This design comes from an exercise in tuning for small area, a short achievable clock period and few clock cycles on the open sky130 flow, not from production work.
RTL that was checked went through simulation tests only; none was proved equivalent to the original.
For runs 2 and 3, only the layout was checked, not whether the RTL still works.
Power and IR drop assume default switching activity.

File: flow/config.mk
export PLATFORM = sky130hd
export DESIGN_NAME = pfsm
export DESIGN_NICKNAME = pfsm
export VERILOG_FILES = /design/flow/design.v
export SDC_FILE = /design/flow/constraint.sdc
export NUM_CORES = 8
export LEC_CHECK = 0
export CAP_MARGIN = 20
export CORE_MARGIN = 2
export CORE_UTILIZATION = 60
export SLEW_MARGIN = 20
File: flow/constraint.sdc
create_clock -name core_clock -period 10.0 [get_ports {clk}]
set_input_delay 2.0000 -clock core_clock [delete_from_list [all_inputs] [get_ports {clk}]]
set_output_delay 2.0000 -clock core_clock [all_outputs]
set_load 0.01 [all_outputs]
File: flow/design.v
module pfsm #(
    parameter [7:0] MARKER0      = 8'hA5,
    parameter [7:0] MARKER1      = 8'h5A,
    parameter [7:0] RETRY_BUDGET = 8'd2
) (
    input  wire         clk,
    input  wire         rst,
    input  wire         h_valid,
    output wire         h_ready,
    input  wire [18:0]  h_data,
    output reg          r_valid,
    input  wire         r_ready,
    output reg  [7:0]   r_data,
    output reg          r_last,
    input  wire         irq_valid,
    input  wire [3:0]   irq_flags,
    output reg          o_valid,
    input  wire         o_ready,
    output reg  [3:0]   o_op,
    output reg  [7:0]   o_data,
    input  wire         i_valid,
    output wire         i_ready,
    input  wire [7:0]   i_data,
    output wire         cip_req,
    output wire         cip_dir,
    output wire [127:0] cip_din,
    output wire [127:0] cip_key,
    input  wire         cip_done,
    input  wire         cip_timeout,
    input  wire [127:0] cip_dout,
    output wire         idle,
    output wire         fatal,
    output wire [2:0]   fault
);
    localparam [6:0] MAX_FRAME = 7'd96;
    localparam [3:0] OP_CONFIGURE = 4'd1,
                     OP_RX_ARM    = 4'd2,
                     OP_STROBE_RDY= 4'd3,
                     OP_FLUSH_RX  = 4'd4,
                     OP_FIFO_WR   = 4'd5,
                     OP_FIFO_BYTE = 4'd6,
                     OP_STROBE_TX = 4'd7,
                     OP_POWER_DN  = 4'd8,
                     OP_FIFO_RD   = 4'd9,
                     OP_METRICS   = 4'd10,
                     OP_MSG_AVAIL = 4'd11,
                     OP_DATA_SENT = 4'd12;
    localparam [1:0] M_UNINIT = 2'd0, M_RUN = 2'd1, M_STOPPED = 2'd2;
    localparam [2:0] F_OVERSIZE = 3'd1, F_NOT_INIT = 3'd2, F_TXDONE = 3'd3,
                     F_CRYPTO = 3'd4, F_BADCMD = 3'd5;
    localparam [4:0]
        ST_IDLE   = 5'd0,
        ST_DRAIN  = 5'd1,
        ST_INIT   = 5'd2,
        ST_INITW  = 5'd3,
        ST_RDSRC  = 5'd4,
        ST_RDDAT  = 5'd5,
        ST_W2STB  = 5'd6,
        ST_W2FRD  = 5'd7,
        ST_W2MET  = 5'd8,
        ST_W2FLU  = 5'd9,
        ST_W2PAR  = 5'd10,
        ST_RELIS  = 5'd11,
        ST_W3FLU  = 5'd12,
        ST_W3RET  = 5'd13,
        ST_XHDR   = 5'd14,
        ST_XDAT   = 5'd15,
        ST_XSTB   = 5'd16,
        ST_W2EM   = 5'd17;
    localparam [1:0] I_OFF = 2'd0, I_LEN = 2'd1, I_DAT = 2'd2, I_MET = 2'd3;
    reg [4:0]   st;
    reg [1:0]   mode;
    reg         fat;
    reg [2:0]   fault_r;
    reg         snap2, afill;
    reg         kact;
    reg [7:0]   next_seq, good_lqi, good_rssi;
    reg         tx_busy, tx_enc, tx_wack, tx_ack;
    reg [7:0]   tx_dest, tx_seq;
    reg [6:0]   tx_n;
    reg [1:0]   tx_retries;
    reg [2:0]   tx_lb;         
    reg [2:0]   tx_rot;        
    reg         rx_parsed, rx_decdone;
    reg [6:0]   rx_len;        
    reg [7:0]   rx_src, rx_rssi, rx_lqi;
    reg [7:0]   rx_b2, rx_seq, rx_b5;
    reg         rx_f0, rx_mk;
    reg [2:0]   rx_sh;         
    reg         iact, isrc, in_rdy;
    reg [6:0]   icnt;
    reg [1:0]   ist;
    reg [7:0]   frem;
    reg         creq, cdir, cfail, c_last, f_first, pend, p_last;
    reg [3:0]   sv;            
    reg         c_first;       
    reg         hr, ir, idl;
    reg [127:0] A;
    reg [31:0]  S;
    reg [127:0] key;
    reg [127:0] t0, t1, t2, t3, t4, t5;
    reg [127:0] q0, q1, q2, q3, q4, q5;
    assign h_ready = hr;
    assign i_ready = ir;
    assign idle    = idl;
    assign fatal   = fat;
    assign fault   = fault_r;
    assign cip_req = creq;
    assign cip_dir = cdir;
    assign cip_din = A;
    assign cip_key = key;
    wire o_free = !o_valid || o_ready;
    wire r_free = !r_valid || r_ready;
    reg  [7:0]  rx_plen;       
    always @(posedge clk) rx_plen <= rx_b2 - 8'd5;
    wire [6:0]  h20 = h_data[6:0] + 7'd20;
    reg  [18:0] cq;
    reg         cv;
    wire [2:0]  op   = cq[18:16];
    wire [7:0]  op_a = cq[15:8];
    wire [7:0]  op_n = cq[7:0];
    reg         cq_z, cq_16, cq_big, cq_lt;
    reg [2:0]   cq_pb;
    always @(posedge clk) begin
        cq     <= h_data;
        cq_z   <= (h_data[7:0] == 8'd0);
        cq_16  <= (h_data[7:0] == 8'd16);
        cq_big <= (h_data[7:0] > 8'd91);
        cq_lt  <= (h_data[7:0] < rx_plen);
        cq_pb  <= h20[6:4];
        if (rst) cv <= 1'b0;
        else     cv <= idl && h_valid;
    end
    wire [7:0] bus  = isrc ? i_data : h_data[7:0];
    wire       in_v = isrc ? i_valid : h_valid;
    wire       acc  = iact && in_rdy && in_v;
    wire [3:0] pos  = icnt[3:0];
    wire       lastb = (frem == 8'd1) || (isrc && icnt == 7'd95);
    wire       blk_cmp = acc && (pos == 4'd15 || lastb);
    wire       ok_done = creq && cip_done;
    wire       fail_now = creq && cip_timeout;
    wire       can_start = !creq || ok_done;
    wire       start = can_start && (pend || blk_cmp) && !cfail;
    wire       wA = acc && !creq;
    wire       wS = acc && creq;
    wire       tx_load = ok_done && !cdir;
    wire       rx_load = ok_done && cdir;
    wire       tx_rot_en = (tx_rot != 3'd0);
    wire       rx_sh_en  = (rx_sh != 3'd0);
    wire [7:0] tx_byte = (tx_rot == 3'd1) ? t1[7:0] : t0[8*icnt[3:0] +: 8];
    wire [7:0] rx_byte = (rx_sh == 3'd1) ? q1[7:0] : q0[8*icnt[3:0] +: 8];
    wire       tx_can  = (tx_rot == 3'd0) || (tx_rot == 3'd1 && icnt[3:0] == 4'd0);
    wire       rx_can  = (rx_sh == 3'd0) || (rx_sh == 3'd1 && icnt[3:0] == 4'd0);
    wire        frame_valid = (rx_len >= 7'd5) && rx_mk && (rx_b2 >= 8'd5) && (rx_b2 <= {1'b0, rx_len});
    wire [6:0]  rx_lm1  = rx_len - 7'd1;
    wire [2:0]  rx_lb   = rx_lm1[6:4];       
    wire [7:0]  rd_cnt  = cq_lt ? op_n : rx_plen;
    wire        relisten = tx_busy && tx_wack;
    reg [4:0]   st_n;
    reg [1:0]   mode_n;
    reg         fat_n;
    reg [2:0]   fault_n;
    reg         snap2_n, afill_n, kact_n;
    reg [7:0]   next_seq_n, good_lqi_n, good_rssi_n;
    reg         tx_busy_n, tx_enc_n, tx_wack_n, tx_ack_n;
    reg [7:0]   tx_dest_n, tx_seq_n;
    reg [6:0]   tx_n_n;
    reg [1:0]   tx_retries_n;
    reg [2:0]   tx_rot_n;
    reg         rx_parsed_n, rx_decdone_n;
    reg [6:0]   rx_len_n;
    reg [7:0]   rx_src_n, rx_rssi_n, rx_lqi_n;
    reg [2:0]   rx_sh_n;
    reg         iact_n, isrc_n, in_rdy_n;
    reg [6:0]   icnt_n;
    reg [1:0]   ist_n;
    reg [7:0]   frem_n;
    reg         creq_n, cdir_n, cfail_n, c_last_n, f_first_n, pend_n, p_last_n;
    reg         o_valid_n, r_valid_n, r_last_n;
    reg [3:0]   o_op_n;
    reg [7:0]   o_data_n, r_data_n;
    reg         fs_tx, fs_ack, fs_rx;
    reg [7:0]   fs_p, fs_seq;
    reg         acc_idle_n;
    reg [4:0]   st_b;
    reg         ov_b, rv_b, isrc_b;
    reg [1:0]   ist_b;
    wire        irq_go = idl && !h_valid && irq_valid && mode == M_RUN && !fat && irq_flags[2:0] != 3'd0;
    wire        fifo_end = i_valid && ist == I_DAT && ir && frem == 8'd1;
    wire        met_end  = i_valid && ist == I_MET && frem[1:0] == 2'd2;
    wire        lqi_go   = idl && h_valid && !fat && mode == M_RUN &&
                           (h_data[18:16] == 3'd3 || h_data[18:16] == 3'd4);
    wire        irq_work = irq_flags[0] ? tx_busy : (irq_flags[2:1] != 2'd0);
    reg [3:0]   pw_op, pop, pop_n;
    reg         pw_dat, pdat, pdat_n;
    reg [4:0]   pw_st, pst, pst_n;
    always @(posedge clk) begin
        pop <= pop_n; pdat <= pdat_n; pst <= pst_n;
    end
    always @* begin
        st_n = st; mode_n = mode; fat_n = fat; fault_n = fault_r;
        snap2_n = snap2; afill_n = afill; kact_n = kact;
        next_seq_n = next_seq; good_lqi_n = good_lqi; good_rssi_n = good_rssi;
        tx_busy_n = tx_busy; tx_enc_n = tx_enc; tx_wack_n = tx_wack; tx_ack_n = tx_ack;
        tx_dest_n = tx_dest; tx_seq_n = tx_seq; tx_n_n = tx_n; tx_retries_n = tx_retries;
        tx_rot_n = tx_rot;
        rx_parsed_n = rx_parsed; rx_decdone_n = rx_decdone; rx_len_n = rx_len;
        rx_src_n = rx_src; rx_rssi_n = rx_rssi; rx_lqi_n = rx_lqi;
        rx_sh_n = rx_sh;
        iact_n = iact; isrc_n = isrc; icnt_n = icnt;
        ist_n = ist; frem_n = frem;
        creq_n = creq; cdir_n = cdir; cfail_n = cfail; c_last_n = c_last; f_first_n = f_first;
        pend_n = pend; p_last_n = p_last;
        o_valid_n = o_valid; o_op_n = o_op; o_data_n = o_data;
        r_valid_n = r_valid; r_data_n = r_data; r_last_n = r_last;
        pop_n = pop; pdat_n = pdat; pst_n = pst;
        pw_op = OP_RX_ARM; pw_dat = 1'b0; pw_st = ST_IDLE;
        fs_tx = 1'b0; fs_ack = 1'b0; fs_rx = (st == ST_W2FRD); fs_p = 8'd16; fs_seq = next_seq;
        if (o_valid && o_ready) o_valid_n = 1'b0;
        if (r_valid && r_ready) r_valid_n = 1'b0;
        if (tx_rot_en) tx_rot_n = tx_rot - 3'd1;
        if (rx_sh_en)  rx_sh_n  = rx_sh - 3'd1;
        if (acc) begin
            icnt_n = icnt + 7'd1;
            if (!isrc) frem_n = frem - 8'd1;
            if (lastb) iact_n = 1'b0;
        end
        if (start) begin
            creq_n    = 1'b1;
            f_first_n = 1'b0;
            c_last_n  = pend ? p_last : lastb;
            pend_n    = 1'b0;
        end else begin
            if (creq && (cip_done || cip_timeout)) creq_n = 1'b0;
            if (blk_cmp && !cfail) begin
                pend_n   = 1'b1;
                p_last_n = lastb;
            end
        end
        if (fail_now) begin
            cfail_n = 1'b1;
            pend_n  = 1'b0;
            fat_n   = 1'b1;
            if (fault_r == 3'd0) fault_n = F_CRYPTO;
        end
        if (tx_load) begin
            tx_rot_n = c_last ? (3'd5 - tx_lb) : 3'd1;
            if (c_last) begin
                tx_enc_n  = 1'b1;
                tx_wack_n = !tx_ack;
            end
        end
        if (rx_load) begin
            rx_sh_n = c_last ? (3'd5 - rx_lb) : 3'd1;
            if (c_last) rx_decdone_n = 1'b1;
        end
        case (ist)
        I_LEN: if (i_valid) begin
            rx_len_n = (i_data > 8'd96) ? MAX_FRAME : i_data[6:0];
            frem_n  = i_data;
            icnt_n  = 7'd0;
            iact_n  = (i_data != 8'd0);
            ist_n   = (i_data == 8'd0) ? I_MET : I_DAT;
        end
        I_DAT: if (i_valid && ir) begin
            frem_n = frem - 8'd1;
            if (frem == 8'd1) ist_n = I_MET;
        end
        I_MET: if (i_valid) begin
            case (frem[1:0])           
                2'd0: rx_src_n  = i_data;
                2'd3: rx_rssi_n = i_data;
                default: rx_lqi_n = i_data;
            endcase
            frem_n = frem - 8'd1;
            if (frem[1:0] == 2'd2) ist_n = I_OFF;
        end
        default: ;
        endcase
        if (kact && h_valid) begin
            frem_n = frem - 8'd1;
            if (frem == 8'd1) kact_n = 1'b0;
        end
        case (st)
        ST_IDLE: begin
            if (cv) begin
                frem_n = op_n;
                if (fat) begin
                    if ((op == 3'd0 || op == 3'd1) && !cq_z) st_n = ST_DRAIN;
                end else if (op == 3'd6 || op == 3'd7) begin
                    fat_n = 1'b1; if (fault_r == 3'd0) fault_n = F_BADCMD;
                end else if (op == 3'd0 && !cq_16) begin
                    fat_n = 1'b1; if (fault_r == 3'd0) fault_n = F_BADCMD;
                    if (!cq_z) st_n = ST_DRAIN;
                end else if (op != 3'd0 && mode != M_RUN) begin
                    fat_n = 1'b1; if (fault_r == 3'd0) fault_n = F_NOT_INIT;
                    if (op == 3'd1 && !cq_z) st_n = ST_DRAIN;
                end else if (op == 3'd0 && mode == M_RUN) begin
                    st_n = ST_DRAIN;
                end else begin
                    case (op)
                    3'd0: begin                   
                        next_seq_n  = 8'd0;
                        good_lqi_n  = 8'd0;
                        good_rssi_n = 8'd0;
                        tx_busy_n   = 1'b0;
                        tx_enc_n    = 1'b0;
                        tx_wack_n   = 1'b0;
                        rx_parsed_n = 1'b0;
                        kact_n      = 1'b1;
                        o_valid_n = 1'b1; o_op_n = OP_CONFIGURE; o_data_n = op_a;
                        st_n        = ST_INIT;
                    end
                    3'd1: begin                   
                        if (cq_big) begin
                            fat_n = 1'b1; if (fault_r == 3'd0) fault_n = F_OVERSIZE;
                            st_n = ST_DRAIN;
                        end else if (tx_busy) begin
                            if (!cq_z) st_n = ST_DRAIN;
                        end else begin
                            tx_busy_n    = 1'b1;
                            tx_enc_n     = 1'b0;
                            tx_wack_n    = 1'b0;
                            tx_ack_n     = 1'b0;
                            tx_dest_n    = op_a;
                            tx_seq_n     = next_seq;
                            next_seq_n   = next_seq + 8'd1;
                            tx_retries_n = RETRY_BUDGET[1:0];
                            tx_n_n       = op_n[6:0];
                            tx_rot_n     = 3'd0;
                            icnt_n       = 7'd5;
                            iact_n       = (!cq_z);
                            isrc_n       = 1'b0;
                            cdir_n       = 1'b0;
                            cfail_n      = 1'b0;
                            fs_tx        = 1'b1;
                            fs_p         = {1'b0, cq_pb, 4'b0};
                            if (cq_z) begin
                                creq_n    = 1'b1;
                                c_last_n  = 1'b1;
                                f_first_n = 1'b0;
                            end else begin
                                f_first_n = 1'b1;
                            end
                            afill_n      = 1'b0;
                            snap2_n      = 1'b0;
                            st_n         = ST_XHDR;
                        end
                    end
                    3'd2: begin                   
                        r_valid_n = 1'b1;
                        if (!rx_parsed) begin
                            r_data_n = 8'd0;
                            r_last_n = 1'b1;
                        end else begin
                            r_data_n    = rd_cnt;
                            r_last_n    = 1'b0;
                            frem_n     = rd_cnt[6:0];
                            rx_parsed_n = 1'b0;
                            st_n        = ST_RDSRC;
                        end
                    end
                    3'd5: begin                   
                        o_valid_n = 1'b1; o_op_n = OP_POWER_DN; o_data_n = 8'd0;
                        mode_n = M_STOPPED;
                    end
                    default: ;
                    endcase
                end
            end
        end
        ST_DRAIN: if (h_valid) begin
            frem_n = frem - 8'd1;
            if (frem == 8'd1) st_n = ST_IDLE;
        end
        ST_INIT: if (o_free) begin
            o_valid_n = 1'b1; o_op_n = OP_RX_ARM; o_data_n = 8'd0;
            st_n = ST_INITW;
        end
        ST_INITW: if (!kact) begin
            mode_n = M_RUN;
            st_n   = ST_IDLE;
        end
        ST_RDSRC: if (r_free) begin
            r_valid_n = 1'b1; r_data_n = rx_src; r_last_n = (frem == 7'd0);
            icnt_n = 4'd5;
            st_n = (frem == 7'd0) ? ST_IDLE : ST_RDDAT;
        end
        ST_RDDAT: if (r_free && rx_can) begin
            r_valid_n = 1'b1; r_data_n = rx_byte; r_last_n = (frem == 7'd1);
            icnt_n  = icnt[3:0] + 4'd1;
            frem_n = frem - 7'd1;
            if (icnt[3:0] == 4'd15) rx_sh_n = 3'd1;
            if (frem == 7'd1) st_n = ST_IDLE;
        end
        ST_W2STB: if (o_free) begin
            o_valid_n = 1'b1; o_op_n = OP_STROBE_RDY; o_data_n = 8'd0;
            st_n = ST_W2FRD;
        end
        ST_W2FRD: if (o_free) begin
            o_valid_n = 1'b1; o_op_n = OP_FIFO_RD; o_data_n = 8'd0;
            st_n = ST_W2MET;
        end
        ST_W2MET: if (o_free && (ist == I_MET || fifo_end)) begin    
            o_valid_n = 1'b1; o_op_n = OP_METRICS; o_data_n = 8'd0;
            st_n = ST_W2FLU;
        end
        ST_W2FLU: if (o_free && (ist == I_OFF || met_end)) begin
            o_valid_n = 1'b1; o_op_n = OP_FLUSH_RX; o_data_n = 8'd0;
            st_n = (rx_len == 7'd0) ? ST_RELIS : ST_W2PAR;
        end
        ST_W2PAR: begin
            if (cfail) begin
                st_n = ST_IDLE;
            end else if (rx_decdone) begin
                pw_op = OP_RX_ARM; pw_dat = 1'b0;
                pw_st = snap2 ? ST_W3FLU : ST_IDLE;
                if (!frame_valid) begin
                    pw_dat = relisten;
                end else begin
                    good_lqi_n  = rx_lqi;
                    good_rssi_n = rx_rssi;
                    if (rx_f0) begin
                        if (rx_b2 >= 8'd6 && tx_busy && tx_seq == rx_b5) begin
                            tx_busy_n = 1'b0; tx_enc_n = 1'b0; tx_wack_n = 1'b0;
                            pw_op = OP_DATA_SENT;
                            pw_st = ST_RELIS;
                        end else begin
                            pw_dat = 1'b1;
                        end
                    end else if (rx_b2 != 8'd5) begin
                        rx_parsed_n = 1'b1;
                        pw_op = OP_MSG_AVAIL;
                        if (tx_busy) begin
                            pw_st = ST_RELIS;
                        end else begin
                            tx_busy_n    = 1'b1;
                            tx_enc_n     = 1'b0;
                            tx_wack_n    = 1'b0;
                            tx_ack_n     = 1'b1;
                            tx_dest_n    = rx_src;
                            tx_seq_n     = next_seq;
                            next_seq_n   = next_seq + 8'd1;
                            tx_retries_n = 2'd0;
                            tx_n_n       = 7'd1;
                            tx_rot_n     = 3'd0;
                            cdir_n       = 1'b0;
                            cfail_n      = 1'b0;
                            fs_ack       = 1'b1;
                            creq_n       = 1'b1;
                            c_last_n     = 1'b1;
                            f_first_n    = 1'b0;
                            afill_n      = 1'b1;
                            pw_st        = snap2 ? ST_W3FLU : ST_XHDR;
                        end
                    end else begin
                        rx_parsed_n = 1'b1;
                        pw_dat = relisten;
                    end
                end
                pop_n = pw_op; pdat_n = pw_dat; pst_n = pw_st;
                if (o_free) begin
                    o_valid_n = 1'b1; o_op_n = pw_op; o_data_n = {7'd0, pw_dat};
                    st_n = pw_st;
                end else begin
                    st_n = ST_W2EM;
                end
            end
        end
        ST_W2EM: if (o_free) begin
            o_valid_n = 1'b1; o_op_n = pop; o_data_n = {7'd0, pdat};
            st_n = pst;
        end
        ST_RELIS: if (o_free) begin
            o_valid_n = 1'b1; o_op_n = OP_RX_ARM; o_data_n = {7'd0, relisten};
            st_n = snap2 ? ST_W3FLU : ST_IDLE;
        end
        ST_W3FLU: if (o_free) begin
            o_valid_n = 1'b1; o_op_n = OP_FLUSH_RX; o_data_n = 8'd0;
            if (afill) st_n = ST_XHDR;
            else if (tx_busy && tx_enc) st_n = ST_W3RET;
            else st_n = ST_IDLE;
        end
        ST_W3RET: if (o_free) begin
            o_valid_n = 1'b1;
            if (tx_retries == 2'd0) begin
                tx_busy_n = 1'b0; tx_enc_n = 1'b0; tx_wack_n = 1'b0;
                o_op_n = OP_RX_ARM; o_data_n = 8'd0;
                st_n = ST_IDLE;
            end else begin
                tx_retries_n = tx_retries - 2'd1;
                o_op_n = OP_FIFO_WR; o_data_n = tx_dest;
                icnt_n = 7'd0;
                st_n = ST_XDAT;
            end
        end
        ST_XHDR: begin
            if (cfail) begin
                if (!iact) st_n = ST_IDLE;
            end else if (tx_enc && o_free) begin
                o_valid_n = 1'b1; o_op_n = OP_FIFO_WR; o_data_n = tx_dest;
                icnt_n = 7'd0;
                st_n = ST_XDAT;
            end
        end
        ST_XDAT: if (o_free && tx_can) begin
            o_valid_n = 1'b1; o_op_n = OP_FIFO_BYTE; o_data_n = tx_byte;
            icnt_n = icnt + 7'd1;
            if (icnt[3:0] == 4'd15) begin
                if (icnt[6:4] == tx_lb) begin
                    tx_rot_n = 3'd6 - tx_lb;
                    st_n = ST_XSTB;
                end else begin
                    tx_rot_n = 3'd1;
                end
            end
        end
        ST_XSTB: if (o_free) begin
            o_valid_n = 1'b1; o_op_n = OP_STROBE_TX; o_data_n = 8'd0;
            st_n = ST_IDLE;
        end
        default: st_n = ST_IDLE;
        endcase
        st_b = st_n; ov_b = o_valid_n; rv_b = r_valid_n; isrc_b = isrc_n; ist_b = ist_n;
        if (lqi_go) begin
            r_valid_n = 1'b1; r_last_n = 1'b1;
            r_data_n  = h_data[16] ? good_lqi : good_rssi;
        end
        if (irq_go) begin
            snap2_n = irq_flags[2];
            afill_n = 1'b0;
            if (irq_flags[1] && !(irq_flags[0] && !tx_busy)) begin
                rx_parsed_n  = 1'b0;
                rx_decdone_n = 1'b0;
                rx_sh_n      = 3'd0;
                ist_n        = I_LEN;
                f_first_n    = 1'b1;
                cfail_n      = 1'b0;
                cdir_n       = 1'b1;
                isrc_n       = 1'b1;
            end
            if (irq_flags[0]) begin
                if (!tx_busy) begin
                    fat_n = 1'b1; if (fault_r == 3'd0) fault_n = F_TXDONE;
                end else begin
                    o_valid_n = 1'b1; o_op_n = OP_RX_ARM; o_data_n = {7'd0, tx_wack};
                    if (!tx_wack) begin
                        tx_busy_n = 1'b0; tx_enc_n = 1'b0;
                    end
                    if (irq_flags[1]) st_n = ST_W2STB;
                    else if (irq_flags[2]) st_n = ST_W3FLU;
                end
            end else if (irq_flags[1]) begin
                o_valid_n = 1'b1; o_op_n = OP_STROBE_RDY; o_data_n = 8'd0;
                st_n = ST_W2FRD;
            end else begin
                o_valid_n = 1'b1; o_op_n = OP_FLUSH_RX; o_data_n = 8'd0;
                if (tx_busy && tx_enc) st_n = ST_W3RET;
            end
        end
        begin : rdy
            reg [3:0] p_n;
            p_n = acc ? pos + 4'd1 : pos;
            in_rdy_n = iact_n && !(creq_n && p_n >= 4'd4);
        end
        if (fs_tx) in_rdy_n = iact_n;
        if (ist == I_LEN && i_valid) in_rdy_n = 1'b1;
        acc_idle_n = (st_b == ST_IDLE) && !ov_b && !rv_b;
    end
    wire op0  = (op == 3'd0);
    wire op1  = (op == 3'd1);
    wire op67 = (op[2:1] == 2'b11);
    wire run  = (mode == M_RUN);
    wire d_init = !fat && op0 && cq_16 && !run;
    wire d_fill = !fat && op1 && run && !cq_big && !tx_busy;
    wire d_drain = fat ? ((op0 || op1) && !cq_z) :
                   op67 ? 1'b0 :
                   (op0 && !cq_16) ? !cq_z :
                   (!op0 && !run) ? (op1 && !cq_z) :
                   op0 ? 1'b1 :
                   op1 ? (cq_big || (tx_busy && !cq_z)) : 1'b0;
    wire d_nowork = fat ? !((op0 || op1) && !cq_z) :
                    op67 ? 1'b1 :
                    (op0 && !cq_16) ? cq_z :
                    (!op0 && !run) ? !(op1 && !cq_z) :
                    (op1 && !cq_big && tx_busy && cq_z);
    wire dec    = (st == ST_IDLE) && cv;
    wire h_last = h_valid && (frem == 8'd1);
    wire d_lqi  = !fat && run && (op == 3'd3 || op == 3'd4);
    wire idle_x = ((st == ST_IDLE) && !cv && o_free && r_free) ||
                  (dec && d_nowork) || (dec && d_lqi && r_free) ||
                  ((st == ST_DRAIN) && h_last) ||
                  ((st == ST_INITW) && !kact && o_free) ||
                  ((st == ST_W2PAR) && cfail && o_free) ||
                  ((st == ST_XHDR) && cfail && !iact && o_free);
    wire tx_act  = iact && !isrc;
    wire acc_t   = tx_act && in_rdy && h_valid;
    wire [3:0] p_t = acc_t ? pos + 4'd1 : pos;
    wire blk_t   = acc_t && (pos == 4'd15 || frem == 8'd1);
    wire start_t = (!creq || ok_done) && (pend || blk_t) && !cfail;
    wire creq_t  = start_t || (creq && !(cip_done || cip_timeout));
    wire hr_tx_x = (tx_act && !(acc_t && frem == 8'd1) && !(creq_t && p_t >= 4'd4)) ||
                   (dec && d_fill && !cq_z);
    wire hr_x    = idle_x ||
                   ((st == ST_DRAIN) && !h_last) || (dec && d_drain) ||
                   (kact && !(h_valid && frem == 8'd1)) || (dec && d_init) ||
                   hr_tx_x;
    always @(posedge clk) begin
        if (rst) begin
            st <= ST_IDLE; mode <= M_UNINIT; fat <= 1'b0; fault_r <= 3'd0;
            kact <= 1'b0; tx_busy <= 1'b0; tx_rot <= 3'd0;
            rx_parsed <= 1'b0; rx_sh <= 3'd0;
            iact <= 1'b0; in_rdy <= 1'b0; ist <= I_OFF;
            creq <= 1'b0; pend <= 1'b0; cfail <= 1'b0;
            o_valid <= 1'b0; r_valid <= 1'b0;
            hr <= 1'b0; ir <= 1'b0; idl <= 1'b0;
        end else begin
            st <= st_n; mode <= mode_n; fat <= fat_n; fault_r <= fault_n;
            kact <= kact_n; tx_busy <= tx_busy_n; tx_rot <= tx_rot_n;
            rx_parsed <= rx_parsed_n; rx_sh <= rx_sh_n;
            iact <= iact_n; in_rdy <= in_rdy_n; ist <= ist_n;
            creq <= creq_n; pend <= pend_n; cfail <= cfail_n;
            o_valid <= o_valid_n; r_valid <= r_valid_n;
            if (idl) begin
                hr  <= !h_valid && !(irq_go && irq_work);
                ir  <= irq_go && irq_flags[1] && !(irq_flags[0] && !tx_busy);
                idl <= !h_valid && !(irq_go && irq_work);
            end else begin
                hr  <= hr_x;
                ir  <= (ist_b == I_LEN) || (ist_b == I_MET) || (ist_b == I_DAT && (!iact_n || in_rdy_n));
                idl <= idle_x;
            end
        end
    end
    always @(posedge clk) begin
        snap2 <= snap2_n; afill <= afill_n;
        next_seq <= next_seq_n; good_lqi <= good_lqi_n; good_rssi <= good_rssi_n;
        tx_enc <= tx_enc_n; tx_wack <= tx_wack_n; tx_ack <= tx_ack_n;
        tx_dest <= tx_dest_n; tx_seq <= tx_seq_n; tx_n <= tx_n_n; tx_retries <= tx_retries_n;
        rx_decdone <= rx_decdone_n; rx_len <= rx_len_n;
        rx_src <= rx_src_n; rx_rssi <= rx_rssi_n; rx_lqi <= rx_lqi_n;
        isrc <= isrc_n; icnt <= icnt_n;
        frem <= frem_n;
        cdir <= cdir_n; c_last <= c_last_n; f_first <= f_first_n; p_last <= p_last_n;
        o_op <= o_op_n; o_data <= o_data_n;
        r_data <= r_data_n; r_last <= r_last_n;
        tx_lb  <= (tx_n + 7'd4) >> 4;
        if (rx_load && c_first) begin
            rx_mk  <= (cip_dout[7:0] == MARKER0) && (cip_dout[15:8] == MARKER1);
            rx_b2  <= cip_dout[23:16];
            rx_f0  <= cip_dout[24];
            rx_seq <= cip_dout[39:32];
            rx_b5  <= cip_dout[47:40];
        end
    end
    always @(posedge clk) begin
        if (start) c_first <= f_first;
    end
    wire       fs_hdr = fs_tx || fs_ack;
    wire       a_clr  = fs_hdr || fs_rx || ok_done;
    wire [7:0] busz   = a_clr ? 8'h00 : bus;
    wire [7:0] hdr2   = fs_p;
    wire [7:0] hdr4   = fs_seq;
    wire [7:0] hdr5   = fs_ack ? rx_seq : 8'h00;
    integer k;
    always @(posedge clk) begin
        for (k = 0; k < 16; k = k + 1) begin
            if ((wA && pos == k) || a_clr) begin
                if (k < 4 && ok_done && ((wS && pos[1:0] == k) || sv[k]))
                    A[8*k +: 8] <= (wS && pos[1:0] == k) ? bus : S[8*k +: 8];
                else if (k == 0 && fs_hdr) A[8*k +: 8] <= MARKER0;
                else if (k == 1 && fs_hdr) A[8*k +: 8] <= MARKER1;
                else if (k == 2 && fs_hdr) A[8*k +: 8] <= hdr2;
                else if (k == 3 && fs_hdr) A[8*k +: 8] <= {7'd0, fs_ack};
                else if (k == 4 && fs_hdr) A[8*k +: 8] <= hdr4;
                else if (k == 5 && fs_hdr) A[8*k +: 8] <= hdr5;
                else                       A[8*k +: 8] <= busz;
            end
        end
        for (k = 0; k < 4; k = k + 1)
            if (wS && pos[1:0] == k) S[8*k +: 8] <= bus;
    end
    always @(posedge clk) begin
        if (rst) sv <= 4'd0;
        else if (ok_done || fail_now) sv <= 4'd0;
        else if (wS) sv <= sv | (4'd1 << pos[1:0]);
    end
    always @(posedge clk) begin
        if (tx_rot_en) begin
            t0 <= t1; t1 <= t2; t2 <= t3; t3 <= t4; t4 <= t5;
        end
        if (tx_rot_en) t5 <= t0;
        else if (creq && !cdir) t5 <= cip_dout;    
    end
    always @(posedge clk) begin
        if (rx_sh_en) begin
            q0 <= q1; q1 <= q2; q2 <= q3; q3 <= q4; q4 <= q5;
        end
        if (creq && cdir) q5 <= cip_dout;          
    end
    reg       kv;
    always @(posedge clk) begin
        if (rst) kv <= 1'b0;
        else     kv <= kact && h_valid;
        if (kv) key <= {cq[7:0], key[127:8]};
    end
endmodule
File: flow/flow/run.sh
#!/bin/bash
# Layout: the standard ORFS flow (standard.sh, unchanged synthesis) with
# these settings:
#  - timing repair aims for 6.6 ns of setup slack (the default flow allows 5),
#  - no gate cloning during timing repair,
#  - port buffers are sky130_fd_sc_hd__buf_1,
#  - clock-tree sink clusters of up to 25 flip-flops within 80 um.
# All tool output goes to standard.log here (and ORFS's own logs under orfs/).
export SETUP_SLACK_MARGIN=6.6
export SKIP_GATE_CLONING=1
export BUFFER_PORTS_ARGS="-buffer_cell sky130_fd_sc_hd__buf_1"
export CTS_CLUSTER_SIZE=25
export CTS_CLUSTER_DIAMETER=80
bash standard.sh finish > standard.log 2>&1
File: flow/standard.sh
#!/bin/bash
# synth_recipe.tcl (not shown) runs the flow's synth.tcl, then flattens the netlist and writes it again
# the make line also repeats each setting of config.mk as NAME=value (left out here)
make -C /OpenROAD-flow-scripts/flow DESIGN_CONFIG=/design/flow/config.mk WORK_HOME=/design/flow/orfs CLKGATE_MAP_FILE= SYNTH_SCRIPT=/design/flow/synth_recipe.tcl "${@:-finish}"
==> results of run 1 <==
## report_power, final
group / internal (uW) / total (uW) / switching, uW / leakage (uW)
logic: 1370 / 4620 / 3250 / 0.00547
clock network: 1890 / 4450 / 2560 / 0.00140
registers: 14300 / 15400 / 1010 / 0.0194
## path summary, 6_finish.rpt
kind                                          end  cells past startpoint              from
worst max-delay path            o_data[0]$_DFF_P_                      9           o_ready
worst min-delay path             q0[18]$_DFFE_PN_                      0  q1[18]$_DFFE_PN_
worst max register to register  o_data[0]$_DFF_P_                      7   icnt[1]$_DFF_P_
worst min register to register   q0[18]$_DFFE_PN_                      0  q1[18]$_DFFE_PN_
## cells by family (layout without fill, tap and decap cells)
| group | Yosys count | after routing |
|---|---|---|
| flops | 2060 | 2060 |
| other cells | 0 | 7 |
| xor+xnor | 55 | 55 |
| compound gates | 457 | 457 |
| simple gates | 707 | 707 |
| mux | 267 | 267 |
| fa+ha+maj | 34 | 34 |
| buf+inv | 203 | 742 |
## what timing repair did
| item | in CTS | in global routing |
|---|---|---|
| pin swaps | 6 | 4 |
| resized for setup | 75 | 43 |
| setup endpoints to repair | 562 | 660 |
| buffers inserted | 16 | 3 |
## per-stage QoR
stage	instances	total power, uW	setup WS [ns]
2_1_floorplan	3783	18360	-1.081
3_3_place_gp	5771	19930	5.076
3_5_place_dp	5771	20150	5.059
4_1_cts	5930	24630	6.509
5_1_grt	5937	25480	6.476
6_report	5941	24420	6.595
## per-layer routing
| metal | part of all wire (%) | vias to the layer above |
|---|---|---|
| li1 | - | 15701 |
| met1 | 44 | 17833 |
| met2 | 47 | 1249 |
| met3 | 6.6 | 236 |
| met4 | 2.5 | 22 |
| met5 | 0.081 | - |
## synthesized netlist by cell type, drive strengths merged (25+ instances only)
library cell	instances	area, sq um
a21o	34	255.2
a21oi	105	551.8
a31oi	27	168.9
and2	41	259.0
and3	25	156.4
buf	40	214.0
clkbuf	93	349.1
dfxtp	143	2863
edfxtp	1917	57570
ha	34	425.4
inv	67	251.5
mux2	137	1546
mux2i	50	500.5
mux4	80	1802
nand2	243	912.1
nand2b	40	250.2
nand3	40	200.2
nor2	151	576.8
nor3	42	236.5
o21ai	98	498.0
xnor2	39	341.6
## area by class of cell
type                       instances  area (sq um)
antenna                            7         17.52
clock buffer                     124          2604
clock inverter                    19         296.5
fill                            8144         40110
inverter                          70         271.5
multi-input combinational       1520         11710
sequential                      2060         60460
tap                             1612          2017
timing repair buffer             529          2485
==> metrics.log, run 1 <==
[metrics] routability congestion estimate from global placement: 0.9404
[metrics] Bufs and invs on worst path: 2
[metrics] delay of the slowest critical-path stage: 0.38 ns
[metrics] die footprint: 123800 sq um
[metrics] clock-pin slew of the registers on the worst-case setup and hold paths: 0.11 ns
[metrics] simple-gate area share of the yosys netlist: 4.843%
[metrics] number of iterations in the first detailed-routing pass: 6
[metrics] Hold-fix buffers, CTS: 0
[metrics] setup repair after global routing missed its margin: true
[metrics] classification of the worst setup path: in -> reg
[metrics] number of flops mapped to enable cells by yosys: 1917
[metrics] # IOs: 456
[metrics] sort of element at the end of the critical path: flip-flop
[metrics] first-pass GRT wire length: 224.9 mm
[metrics] share of cells above drive strength 1: 12.68%
[metrics] pin count of the biggest net entering global routing: 131
[metrics] crit path max-delay cell type: a311oi_2
[metrics] Via Count: 35041
[metrics] post-synth cell types: 100
[metrics] drt via density: 5.898
[metrics] clock latency at the later pin of the worst-skew pair: 0.74 ns
[metrics] Post-Route Utilization: 66.57%
[metrics] mux share of post-synthesis cell area: 5.299%
[metrics] Port Buffers: 454
[metrics] post-route cell area: 79860 sq um
[metrics] area of the mapped netlist: 72620 sq um
[metrics] HPWL after DPL: 103.5 mm
[metrics] final WL: 155.8 mm
[metrics] Die Span X: 351.9 microns
[metrics] cell family with the largest share of critical-path delay: compound AO/OA/AOI/OAI gates
[metrics] drc violations: 0
[metrics] sequential fraction of the synthesis area: 83.21%
[metrics] aggregate negative setup slack: 0 ns
[metrics] average cell area after synthesis: 19.20 sq um
[metrics] Synth warnings: 25
[metrics] ordered list of cells on the worst path: buf_1, nand2b_1, buf_12, a211oi_1, a311oi_2, o211ai_1, or2_4, a211o_1, a221o_1
[metrics] Tot GR Track Use: 24.77%
[metrics] met2 Use GR: 38.19%
[metrics] Static Leakage: 0.02625 uW
[metrics] final setup fails: 0
[metrics] pwr dens: 305.8 nW/um^2
[metrics] sort of element at the start of the critical path: primary input
[metrics] maxcap violations: 0
[metrics] share of async-settable or async-resettable flops after synthesis: 0%
[metrics] CTS Sinks: 2060
[metrics] worst slew pin tran: 1.265 ns
[metrics] initial antenna violation count: 25
[metrics] r2r setup slk: 6.61 ns
[metrics] maximum VDD drop: 0.3378 mV
[metrics] worst min path class: reg -> reg
[metrics] met1 layer usage reported by global route: 37.33%
[metrics] number of H-tree branching levels: 3
[metrics] count of nets left with antenna violations after detail routing: 0
[metrics] grt ovf: 0
[metrics] number of buffers on the longest clock path: 3
[metrics] CP max FO: 23
[metrics] Synth Flop Type: edfxtp_1
[metrics] Arrival @ worst endpoint: 4.03 ns
[metrics] number of standard-cell rows in the floorplan: 127
[metrics] met3 layer usage reported by global route: 4.005%
[metrics] complex-gate fraction of the synthesized area: 4.266%
[metrics] Placement Cell Area: 76320 sq um
[metrics] Layout area overhead: 9.963%
[metrics] top library cells by usage in the layout, fill and taps aside: 1917 x edfxtp_1, 446 x buf_1, 242 x nand2_1
[metrics] die height: 351.9 microns
[metrics] final number of hold-violating endpoints: 0
[metrics] Clk Tree Root Cell: clkbuf_16
[metrics] worst endpoint required time: 10.63 ns
[metrics] largest family of logic cells by synthesized area: multiplexers
[metrics] 1st-iter DRT viols: 3857
[metrics] routing layer with the top usage in global route: met2
[metrics] Final Cycle Share: 34.05%
[metrics] final hold slack: 0.3987 ns
[metrics] initial cell density of the core: 60.54%
[metrics] number of global-route vias before repair: 33528
[metrics] adder-cell area share of the yosys netlist: 0.5858%
[metrics] WL per Instance: 26.22 microns
[metrics] xor/xnor share of the synthesized area: 0.6633%
[metrics] syn nets: 3985
[metrics] clock tree from TritonCTS: yes
[metrics] Max-slew headroom: 15.66%
[metrics] number of buffers added by the clock tree synthesis step: 97
[metrics] max-slew violations: 0
[metrics] result of the run: timing/DRC/antenna clean
[metrics] Syn Inst Count: 3783
[metrics] leading cell type in the layout, fill and taps excluded: edfxtp_1
[metrics] Final min period: 3.405 ns
[metrics] worst-case clock skew: 0.03515 ns
[metrics] number of synthesized register bits: 2060
[metrics] floorplan core area: 120000 sq um
[metrics] highest clock frequency the design can meet: 293.7 MHz
[metrics] number of nets in the layout: 4480
Testbench counts, summed over its fixed seeds: cycles 165,331.
==> run 2: changes to the inputs <==
--- a/flow/design.v
+++ b/flow/design.v
@@ -89,6 +89,7 @@
     reg [2:0]   rx_sh;         
     reg         iact, isrc, in_rdy;
     reg [6:0]   icnt;
+    reg [6:0]   ocnt;          
     reg [1:0]   ist;
     reg [7:0]   frem;
     reg         creq, cdir, cfail, c_last, f_first, pend, p_last;
@@ -147,10 +148,10 @@
     wire       rx_load = ok_done && cdir;
     wire       tx_rot_en = (tx_rot != 3'd0);
     wire       rx_sh_en  = (rx_sh != 3'd0);
-    wire [7:0] tx_byte = (tx_rot == 3'd1) ? t1[7:0] : t0[8*icnt[3:0] +: 8];
-    wire [7:0] rx_byte = (rx_sh == 3'd1) ? q1[7:0] : q0[8*icnt[3:0] +: 8];
-    wire       tx_can  = (tx_rot == 3'd0) || (tx_rot == 3'd1 && icnt[3:0] == 4'd0);
-    wire       rx_can  = (rx_sh == 3'd0) || (rx_sh == 3'd1 && icnt[3:0] == 4'd0);
+    wire [7:0] tx_byte = (tx_rot == 3'd1) ? t1[7:0] : t0[8*ocnt[3:0] +: 8];
+    wire [7:0] rx_byte = (rx_sh == 3'd1) ? q1[7:0] : q0[8*ocnt[3:0] +: 8];
+    wire       tx_can  = (tx_rot == 3'd0) || (tx_rot == 3'd1 && ocnt[3:0] == 4'd0);
+    wire       rx_can  = (rx_sh == 3'd0) || (rx_sh == 3'd1 && ocnt[3:0] == 4'd0);
     wire        frame_valid = (rx_len >= 7'd5) && rx_mk && (rx_b2 >= 8'd5) && (rx_b2 <= {1'b0, rx_len});
     wire [6:0]  rx_lm1  = rx_len - 7'd1;
     wire [2:0]  rx_lb   = rx_lm1[6:4];       
@@ -172,7 +173,7 @@
     reg [7:0]   rx_src_n, rx_rssi_n, rx_lqi_n;
     reg [2:0]   rx_sh_n;
     reg         iact_n, isrc_n, in_rdy_n;
-    reg [6:0]   icnt_n;
+    reg [6:0]   icnt_n, ocnt_n;
     reg [1:0]   ist_n;
     reg [7:0]   frem_n;
     reg         creq_n, cdir_n, cfail_n, c_last_n, f_first_n, pend_n, p_last_n;
@@ -186,7 +187,8 @@
     reg         ov_b, rv_b, isrc_b;
     reg [1:0]   ist_b;
     wire        irq_go = idl && !h_valid && irq_valid && mode == M_RUN && !fat && irq_flags[2:0] != 3'd0;
-    wire        fifo_end = i_valid && ist == I_DAT && ir && frem == 8'd1;
+    wire        fifo_end = i_valid && ((ist == I_LEN && i_data == 8'd0) ||
+                                       (ist == I_DAT && ir && frem == 8'd1));
     wire        met_end  = i_valid && ist == I_MET && frem[1:0] == 2'd2;
     wire        lqi_go   = idl && h_valid && !fat && mode == M_RUN &&
                            (h_data[18:16] == 3'd3 || h_data[18:16] == 3'd4);
@@ -207,7 +209,7 @@
         rx_parsed_n = rx_parsed; rx_decdone_n = rx_decdone; rx_len_n = rx_len;
         rx_src_n = rx_src; rx_rssi_n = rx_rssi; rx_lqi_n = rx_lqi;
         rx_sh_n = rx_sh;
-        iact_n = iact; isrc_n = isrc; icnt_n = icnt;
+        iact_n = iact; isrc_n = isrc; icnt_n = icnt; ocnt_n = ocnt;
         ist_n = ist; frem_n = frem;
         creq_n = creq; cdir_n = cdir; cfail_n = cfail; c_last_n = c_last; f_first_n = f_first;
         pend_n = pend; p_last_n = p_last;
@@ -383,14 +385,14 @@
         end
         ST_RDSRC: if (r_free) begin
             r_valid_n = 1'b1; r_data_n = rx_src; r_last_n = (frem == 7'd0);
-            icnt_n = 4'd5;
+            ocnt_n = 7'd5;
             st_n = (frem == 7'd0) ? ST_IDLE : ST_RDDAT;
         end
         ST_RDDAT: if (r_free && rx_can) begin
             r_valid_n = 1'b1; r_data_n = rx_byte; r_last_n = (frem == 7'd1);
-            icnt_n  = icnt[3:0] + 4'd1;
+            ocnt_n  = ocnt + 7'd1;
             frem_n = frem - 7'd1;
-            if (icnt[3:0] == 4'd15) rx_sh_n = 3'd1;
+            if (ocnt[3:0] == 4'd15) rx_sh_n = 3'd1;
             if (frem == 7'd1) st_n = ST_IDLE;
         end
         ST_W2STB: if (o_free) begin
@@ -490,7 +492,7 @@
             end else begin
                 tx_retries_n = tx_retries - 2'd1;
                 o_op_n = OP_FIFO_WR; o_data_n = tx_dest;
-                icnt_n = 7'd0;
+                ocnt_n = 7'd0;
                 st_n = ST_XDAT;
             end
         end
@@ -499,15 +501,15 @@
                 if (!iact) st_n = ST_IDLE;
             end else if (tx_enc && o_free) begin
                 o_valid_n = 1'b1; o_op_n = OP_FIFO_WR; o_data_n = tx_dest;
-                icnt_n = 7'd0;
+                ocnt_n = 7'd0;
                 st_n = ST_XDAT;
             end
         end
         ST_XDAT: if (o_free && tx_can) begin
             o_valid_n = 1'b1; o_op_n = OP_FIFO_BYTE; o_data_n = tx_byte;
-            icnt_n = icnt + 7'd1;
-            if (icnt[3:0] == 4'd15) begin
-                if (icnt[6:4] == tx_lb) begin
+            ocnt_n = ocnt + 7'd1;
+            if (ocnt[3:0] == 4'd15) begin
+                if (ocnt[6:4] == tx_lb) begin
                     tx_rot_n = 3'd6 - tx_lb;
                     st_n = ST_XSTB;
                 end else begin
@@ -639,7 +641,7 @@
         tx_dest <= tx_dest_n; tx_seq <= tx_seq_n; tx_n <= tx_n_n; tx_retries <= tx_retries_n;
         rx_decdone <= rx_decdone_n; rx_len <= rx_len_n;
         rx_src <= rx_src_n; rx_rssi <= rx_rssi_n; rx_lqi <= rx_lqi_n;
-        isrc <= isrc_n; icnt <= icnt_n;
+        isrc <= isrc_n; icnt <= icnt_n; ocnt <= ocnt_n;
         frem <= frem_n;
         cdir <= cdir_n; c_last <= c_last_n; f_first <= f_first_n; p_last <= p_last_n;
         o_op <= o_op_n; o_data <= o_data_n;
==> flow/flow/run.sh (replaced) <==
#!/bin/bash
# Layout: the standard ORFS flow (standard.sh, unchanged synthesis) with
# these settings:
#  - timing repair aims for 6.7 ns of setup slack (the default flow allows 5),
#  - no gate cloning during timing repair,
#  - port buffers are sky130_fd_sc_hd__buf_1,
#  - clock-tree sink clusters of up to 25 flip-flops within 80 um.
# All tool output goes to standard.log here (and ORFS's own logs under orfs/).
export SETUP_SLACK_MARGIN=6.7
export SKIP_GATE_CLONING=1
export BUFFER_PORTS_ARGS="-buffer_cell sky130_fd_sc_hd__buf_1"
export CTS_CLUSTER_SIZE=25
export CTS_CLUSTER_DIAMETER=80
bash standard.sh finish > standard.log 2>&1
==> run 2 against run 1 <==
  * Worst hold slack improved by 0.011 ns
  * Still clean
  * Non-clock buffer count increased by 175
  * Via count increased by 5.1%
  * Critical path type unchanged
  * Flip-flop and latch count increased by 7
==> metrics.log, run 2 <==
[metrics] WL per Instance: 25.27 microns
[metrics] xor/xnor share of the synthesized area: 0.6987%
[metrics] worst endpoint required time: 10.59 ns
[metrics] routability congestion estimate from global placement: 0.9386
[metrics] Tot GR Track Use: 25.04%
[metrics] number of buffers added by the clock tree synthesis step: 96
[metrics] Register-to-Register Path Depth: 10
[metrics] adder-cell area share of the yosys netlist: 0.6195%
[metrics] cell accounting for the most synthesized area: edfxtp_1
[metrics] number of synthesized register bits: 2067
[metrics] termination of the worst setup path: o_data[0]$_DFF_P_
[metrics] largest family of logic cells by synthesized area: simple AND/OR/NAND/NOR gates
[metrics] final setup fails: 0
[metrics] CP max FO: 4
[metrics] maxcap violations: 0
[metrics] first-pass GRT wire length: 227.8 mm
[metrics] 1st-iter DRT viols: 4288
[metrics] total area of multi-input combinational cells: 11710 sq um
[metrics] Layout Cells excl Fill: 6375
[metrics] floorplan core area: 120100 sq um
[metrics] top library cells by usage in the layout, fill and taps aside: 1924 x edfxtp_1, 630 x nand2_1, 275 x buf_1
[metrics] share of async-settable or async-resettable flops after synthesis: 0%
[metrics] worst-case clock skew: 0.03793 ns
[metrics] result of the run: timing/DRC/antenna clean
[metrics] worst slew pin tran: 1.131 ns
[metrics] Layout area overhead: 12.41%
[metrics] Clk Tree Root Cell: clkbuf_16
[metrics] number of standard-cell rows in the floorplan: 127
[metrics] highest clock frequency the design can meet: 283.0 MHz
[metrics] drt via density: 5.778
[metrics] drc violations: 0
[metrics] number of buffers on the longest clock path: 3
[metrics] HPWL after DPL: 103.1 mm
[metrics] pin count of the biggest net entering global routing: 199
[metrics] Final min period: 3.534 ns
[metrics] clock latency at the later pin of the worst-skew pair: 0.73 ns
[metrics] total placed cells including tap cells: 6025
[metrics] simple-gate area share of the yosys netlist: 6.676%
[metrics] largest cells by area after synthesis: edfxtp_1 79%, dfxtp_1 3.9%, nand2_1 3.3%
[metrics] clock tree from TritonCTS: yes
[metrics] Syn Inst Count: 4056
[metrics] delay of the slowest critical-path stage: 0.50 ns
[metrics] sort of element at the start of the critical path: primary input
[metrics] Static Leakage: 0.02863 uW
[metrics] clock-pin slew of the registers on the worst-case setup and hold paths: 0.10 ns
[metrics] CTS Sinks: 2067
[metrics] initial cell density of the core: 60.52%
[metrics] sort of element at the end of the critical path: flip-flop
[metrics] leading cell type in the layout, fill and taps excluded: edfxtp_1
[metrics] final number of hold-violating endpoints: 0
[metrics] number of nets in the layout: 4918
[metrics] r2r setup slk: 6.74 ns
[metrics] Synth top area share: 79.47%
[metrics] complex-gate fraction of the synthesized area: 4.213%
[metrics] launching element of the worst setup path: i_data[2]
[metrics] sequential fraction of the synthesis area: 83.40%
[metrics] average cell area after synthesis: 17.92 sq um
[metrics] aggregate negative setup slack: 0 ns
[metrics] die footprint: 124000 sq um
[metrics] syn nets: 4260
[metrics] Max-slew headroom: 24.45%
[metrics] final hold slack: 0.4098 ns
[metrics] mux share of post-synthesis cell area: 3.196%
[metrics] final WL: 161.1 mm
[metrics] number of gates on the worst path with buffers counted: 9
[metrics] number of global-route vias before repair: 34488
[metrics] grt ovf: 0
[metrics] Via Count: 36835
[metrics] Die Span X: 352.1 microns
[metrics] number of iterations in the first detailed-routing pass: 8
[metrics] pwr dens: 293.6 nW/um^2
[metrics] Filler cells: 8022
[metrics] area of the mapped netlist: 72700 sq um
[metrics] max-slew violations: 0
[metrics] Port Buffers: 454
[metrics] list of most frequent post-synthesis cells: 1924 x edfxtp_1, 634 x nand2_1, 171 x nor2_1, 143 x dfxtp_1, 118 x o21ai_0
[metrics] initial antenna violation count: 16
[metrics] post-synth cell types: 98
[metrics] # IOs: 456
[metrics] die height: 352.1 microns
[metrics] classification of the worst setup path: in -> reg
[metrics] ordered list of cells on the worst path: buf_12, or4_1, or4_4, o2111ai_4, nand4_1, nor2b_2, nand2_2, a211oi_2, o21ai_1
[metrics] worst min path class: reg -> reg
[metrics] Arrival @ worst endpoint: 4.12 ns
[metrics] number of H-tree branching levels: 3
[metrics] maximum VDD drop: 0.3183 mV
[metrics] Synth warnings: 25
[metrics] Synth Flop Type: edfxtp_1
[metrics] cell family with the largest share of critical-path delay: simple AND/OR/NAND/NOR gates
[metrics] count leader, synth: edfxtp_1
[metrics] number of flops mapped to enable cells by yosys: 1924
[metrics] share of cells above drive strength 1: 16.65%
[metrics] crit path max-delay cell type: or4_1
[metrics] Seq. cell area: 60680 sq um
[metrics] setup repair after global routing missed its margin: true
[metrics] Hold-fix buffers, CTS: 0
[metrics] count of nets left with antenna violations after detail routing: 0
[metrics] reg-to-reg startpoint: rx_len[5]$_SDFFCE_PN1P_
[metrics] Final Cycle Share: 35.34%
[metrics] RR Endpoint: st[0]$_SDFF_PP0_
[metrics] Bufs and invs on worst path: 1
==> run 2: per-stage QoR <==
step | setup WS, ns | total power, uW | util [%] | instance area (sq um)
after floorplan | 5.999 | 18020 | - | 72770
after global placement | 5.150 | 19480 | 63.53 | 76320
after detailed placement | 5.137 | 19710 | 63.53 | 76320
after CTS | 6.525 | 24130 | 66.98 | 80460
after global routing | 6.381 | 25070 | 68.02 | 81710
final | 6.466 | 24000 | 68.03 | 81730
==> run 2: worst reg2reg max path, cell delays in order (launching register included) <==
cell and delay (ns):
edfxtp_1 0.47, inv_2 0.12, ha_1 0.25, a21o_1 0.21, a211oi_4 0.37, nand3_4 0.19
a21oi_1 0.49, nand2_1 0.29, nor2_1 0.38, o21ai_0 0.16, a311oi_1 0.22
==> run 2: power breakdown <==
| part | switching [uW] | internal, uW |
|---|---|---|
| clock | 2540 | 1850 |
| combinational | 3250 | 1040 |
| sequential | 945 | 14400 |
==> run 2: worst min path at each step <==
| stage | end | cells past startpoint | from |
|---|---|---|---|
| 2_1_floorplan | q0[100]$_DFFE_PN_ | 0 | q1[100]$_DFFE_PN_ |
| 3_3_place_gp | q1[94]$_DFFE_PN_ | 0 | q2[94]$_DFFE_PN_ |
| 3_5_place_dp | q0[107]$_DFFE_PN_ | 0 | q1[107]$_DFFE_PN_ |
| 4_1_cts | q2[43]$_DFFE_PN_ | 0 | q3[43]$_DFFE_PN_ |
| 5_1_grt | t0[69]$_DFFE_PN_ | 0 | t1[69]$_DFFE_PN_ |
| 6_report | t0[69]$_DFFE_PN_ | 0 | t1[69]$_DFFE_PN_ |
==> run 2: layout make-up <==
class | count | share of cell area (%)
clock inverters | 16 | 0.2848
multi-input cells | 1778 | 14.33
repair buffers | 704 | 5.155
diodes | 6 | 0.01837
clock buffers | 125 | 3.137
well taps | 1612 | 2.468
inverters | 67 | 0.3613
flip-flops and latches | 2067 | 74.25
==> run 2: what timing repair did <==
item / 4_1_cts / 5_1_grt
pin swaps: 26 / 31
endpoints found under the setup margin: 978 / 732
setup buffers: 106 / 97
resized for setup: 212 / 200
==> run 2: logic make-up (layout without fill, tap and decap cells) <==
kind of cell    after synthesis  in the layout
flops                      2067           2067
simple gates               1088           1088
compound gates              463            463
buf+inv                     211            912
mux                         133            133
xor+xnor                     58             58
fa+ha+maj                    36             36
other cells                   0              6
==> run 2: per-layer routing <==
metal,GRT usage (%),wire length (microns)
met3,3.840,11120
met2,39.06,75370
met5,0,38
met4,6.795,4766
met1,37.60,69840
==> run 3: changes to the inputs <==
==> flow/flow/run.sh (replaced) <==
#!/bin/bash
# Layout: the standard ORFS flow (standard.sh, unchanged synthesis) with
# these settings:
#  - timing repair aims for 6.8 ns of setup slack (the default flow allows 5),
#  - no gate cloning during timing repair,
#  - port buffers are sky130_fd_sc_hd__buf_1,
#  - clock-tree sink clusters of up to 25 flip-flops within 80 um.
# All tool output goes to standard.log here (and ORFS's own logs under orfs/).
export SETUP_SLACK_MARGIN=6.8
export SKIP_GATE_CLONING=1
export BUFFER_PORTS_ARGS="-buffer_cell sky130_fd_sc_hd__buf_1"
export CTS_CLUSTER_SIZE=25
export CTS_CLUSTER_DIAMETER=80
bash standard.sh finish > standard.log 2>&1
==> run 3 against run 2 <==
  * Still clean
  * Combinational power up 2%
  * Cell count grew 0.31%
  * Fmax shrank 0.13%
  * Die area is the same
  * Sequential share of layout area shrank 0.52 points
  * Critical endpoint unchanged
  * Largest cell class unchanged
  * Largest power group unchanged
==> metrics.log, run 3 <==
[metrics] maximum VDD drop: 0.3232 mV
[metrics] Synth top area share: 79.47%
[metrics] final hold slack: 0.4078 ns
[metrics] hold path endpoint: t0[69]$_DFFE_PN_
[metrics] Die Span X: 352.1 microns
[metrics] worst slew pin tran: 1.118 ns
[metrics] Static Leakage: 0.02899 uW
[metrics] drc violations: 0
[metrics] Register-to-Register Path Depth: 10
[metrics] first-pass GRT wire length: 230.1 mm
[metrics] number of synthesized register bits: 2067
[metrics] die footprint: 124000 sq um
[metrics] floorplan core area: 120100 sq um
[metrics] sort of element at the start of the critical path: primary input
[metrics] sequential fraction of the synthesis area: 83.40%
[metrics] clock-pin slew of the registers on the worst-case setup and hold paths: 0.10 ns
[metrics] CP max FO: 4
[metrics] clock latency at the later pin of the worst-skew pair: 0.73 ns
[metrics] total placed cells including tap cells: 6025
[metrics] Clk network pwr share: 18.2%
[metrics] internal cell power: 17320 uW
[metrics] setup repair after global routing missed its margin: true
[metrics] final setup fails: 0
[metrics] Max-slew headroom: 25.49%
[metrics] cell accounting for the most synthesized area: edfxtp_1
[metrics] Layout area overhead: 13.24%
[metrics] mux share of post-synthesis cell area: 3.196%
[metrics] initial cell density of the core: 60.52%
[metrics] classification of the worst setup path: in -> reg
[metrics] 1st-iter DRT viols: 4411
[metrics] CTS Sinks: 2067
[metrics] adder-cell area share of the yosys netlist: 0.6195%
[metrics] HPWL after DPL: 103.1 mm
[metrics] worst-case clock skew: 0.03532 ns
[metrics] number of H-tree branching levels: 3
[metrics] routability congestion estimate from global placement: 0.9386
[metrics] WL per Instance: 25.25 microns
[metrics] Via Count: 37032
[metrics] relative contribution of combinational cells to total power: 18.2%
[metrics] r2r setup slk: 6.76 ns
[metrics] number of standard-cell rows in the floorplan: 127
[metrics] Clk Tree Root Cell: clkbuf_16
[metrics] # IOs: 456
[metrics] RR Endpoint: st[0]$_SDFF_PP0_
[metrics] final WL: 161.5 mm
[metrics] highest clock frequency the design can meet: 282.6 MHz
[metrics] pwr dens: 292.7 nW/um^2
[metrics] share of cells above drive strength 1: 18.84%
[metrics] Tot GR Track Use: 25.34%
[metrics] worst endpoint required time: 10.59 ns
[metrics] max-slew violations: 0
[metrics] simple-gate area share of the yosys netlist: 6.676%
[metrics] maxcap violations: 0
[metrics] number of global-route vias before repair: 34682
[metrics] largest family of logic cells by synthesized area: simple AND/OR/NAND/NOR gates
[metrics] complex-gate fraction of the synthesized area: 4.213%
[metrics] portion of total power attributed to sequential cells: 63.6%
[metrics] drt via density: 5.791
[metrics] Arrival @ worst endpoint: 4.13 ns
[metrics] final number of hold-violating endpoints: 0
[metrics] number of nets in the layout: 4939
[metrics] largest cells by area after synthesis: edfxtp_1 79%, dfxtp_1 3.9%, nand2_1 3.3%
[metrics] initial antenna violation count: 16
[metrics] clock tree from TritonCTS: yes
[metrics] Placement Cell Area: 76320 sq um
[metrics] worst min path class: reg -> reg
[metrics] number of iterations in the first detailed-routing pass: 6
[metrics] cell count of the worst hold path: 0
[metrics] reg-to-reg startpoint: rx_len[5]$_SDFFCE_PN1P_
[metrics] switching share of total power: 28.11%
[metrics] xor/xnor share of the synthesized area: 0.6987%
[metrics] aggregate negative setup slack: 0 ns
[metrics] count of nets left with antenna violations after detail routing: 0
[metrics] top library cells by usage in the layout, fill and taps aside: 1924 x edfxtp_1, 628 x nand2_1, 234 x buf_4
[metrics] Synth Flop Type: edfxtp_1
[metrics] syn nets: 4260
[metrics] pin count of the biggest net entering global routing: 167
[metrics] number of buffers on the longest clock path: 3
[metrics] Syn Inst Count: 4056
[metrics] count leader, synth: edfxtp_1
[metrics] list of most frequent post-synthesis cells: 1924 x edfxtp_1, 634 x nand2_1, 171 x nor2_1, 143 x dfxtp_1, 118 x o21ai_0
[metrics] Net Sw Power: 6773 uW
[metrics] Port Buffers: 454
[metrics] Final Cycle Share: 35.38%
[metrics] number of buffers added by the clock tree synthesis step: 96
[metrics] Synth warnings: 25
[metrics] Min-Delay Startpoint: t1[69]$_DFFE_PN_
[metrics] number of flops mapped to enable cells by yosys: 1924
[metrics] post-route cell area: 82330 sq um
[metrics] grt ovf: 0
[metrics] sort of element at the end of the critical path: flip-flop
[metrics] Hold-fix buffers, CTS: 0
[metrics] average cell area after synthesis: 17.92 sq um
[metrics] Layout Cells excl Fill: 6395
[metrics] post-synth cell types: 98
[metrics] die height: 352.1 microns
[metrics] result of the run: timing/DRC/antenna clean
[metrics] share of async-settable or async-resettable flops after synthesis: 0%
[metrics] Final min period: 3.538 ns
[metrics] leading cell type in the layout, fill and taps excluded: edfxtp_1
[metrics] area of the mapped netlist: 72700 sq um
[metrics] Post-Route Utilization: 68.53%
run 3: cell counts after synthesis:
Identical to the previous run, type by type.
run 3: critical path, cell delays in order:
cell and delay (ns):
buf_12 0.11, or4_1 0.50, or4_4 0.48, o2111ai_4 0.28, nand4_1 0.21, nor2b_2 0.18
nand2_2 0.10, a211oi_2 0.19, o21ai_1 0.07
run 3: repair_timing:
| item | in CTS | in global routing |
|---|---|---|
| pin swaps | 33 | 31 |
| gates cloned | 0 | 0 |
| setup buffers | 134 | 90 |
| gates resized for setup | 298 | 255 |
| setup endpoints to repair | 1137 | 823 |
run 3: through the flow:
step,power (uW),worst slack [ns]
CTS,24230,6.525
detailed placement,19710,5.137
global route,25160,6.381
finish,24090,6.462
global placement,19480,5.150
floorplan,18020,5.999
run 3: kinds of logic (layout without fill, tap and decap cells):
family | count (synthesis) | count (layout)
other | 0 | 5
buffers and inverters | 211 | 933
multiplexers | 133 | 133
flip-flops | 2067 | 2067
AO/OA/AOI/OAI | 463 | 463
adder cells (fa/ha/maj) | 36 | 36
AND/OR/NAND/NOR | 1088 | 1088
XOR/XNOR | 58 | 58
run 3: per-layer routing:
layer	vias up	routed length [microns]	track usage (%)	part of all wire [%]
li1	16683	-	-	-
met1	18690	70680	38.08	44
met2	1382	75060	39.31	46
met3	269	10160	3.721	6.3
met4	8	5528	7.521	3.4
met5	-	58	0	0.036
run 3: power groups by stage:
stage | sequential, uW | combinational [uW] | clock (uW)
after floorplan | 15400 | 2660 | 0
after global routing | 15600 | 4780 | 4770
final | 15300 | 4380 | 4390
after detailed placement | 15500 | 4170 | 0
after global placement | 15300 | 4140 | 0
after CTS | 15300 | 4390 | 4500
run 3: layout make-up:
type,count,area (sq um)
multi-input combinational,1778,11870
sequential,2067,60700
inverter,67,297.8
clock buffer,125,2564
antenna,5,12.51
fill,7963,37800
tap,1612,2017
timing repair buffer,725,4636
clock inverter,16,232.7
run 3: worst max-delay path by stage:
stage	end	from	cells past startpoint	slack [ns]
2_1_floorplan	o_data[0]$_DFF_P_	i_data[1]	8	6.00
3_3_place_gp	frem[2]$_DFF_P_	i_valid	9	5.15
3_5_place_dp	frem[2]$_DFF_P_	i_valid	9	5.14
4_1_cts	o_data[0]$_DFF_P_	i_data[2]	9	6.53
5_1_grt	o_data[0]$_DFF_P_	i_data[2]	9	6.38
6_report	o_data[0]$_DFF_P_	i_data[2]	9	6.46

## static timing again, ports no longer ideal
The flow's constraints put no driver on any port. The routed layouts listed below were extracted and timed again, unchanged, in two steps.
Step 1 assumes that a clkbuf_16 drives the clock port and a buf_2 every other input.
Step 2 also shifts input and output timing later by t, the mid clock arrival at the registers, as if the neighbouring blocks saw the same clock.
Three values: ideal ports, drivers, drivers and shift; two values: the first two.
run	t (ns)	setup slack, ns	worst hold slack (ns)	slew at the worst register clock pin (ns)	worst slew at a driven data input, ns
run 1	0.796	6.595 / 6.559 / 5.832	0.399 / 0.399 / 0.399	0.11 / 0.11	0.17
run 2	0.786	6.466 / 6.478 / 5.692	0.410 / 0.410 / 0.410	0.10 / 0.10	0.21
run 3	0.786	6.462 / 6.474 / 5.688	0.408 / 0.408 / 0.408	0.10 / 0.10	0.21
After both steps setup and hold are still met in every run listed.
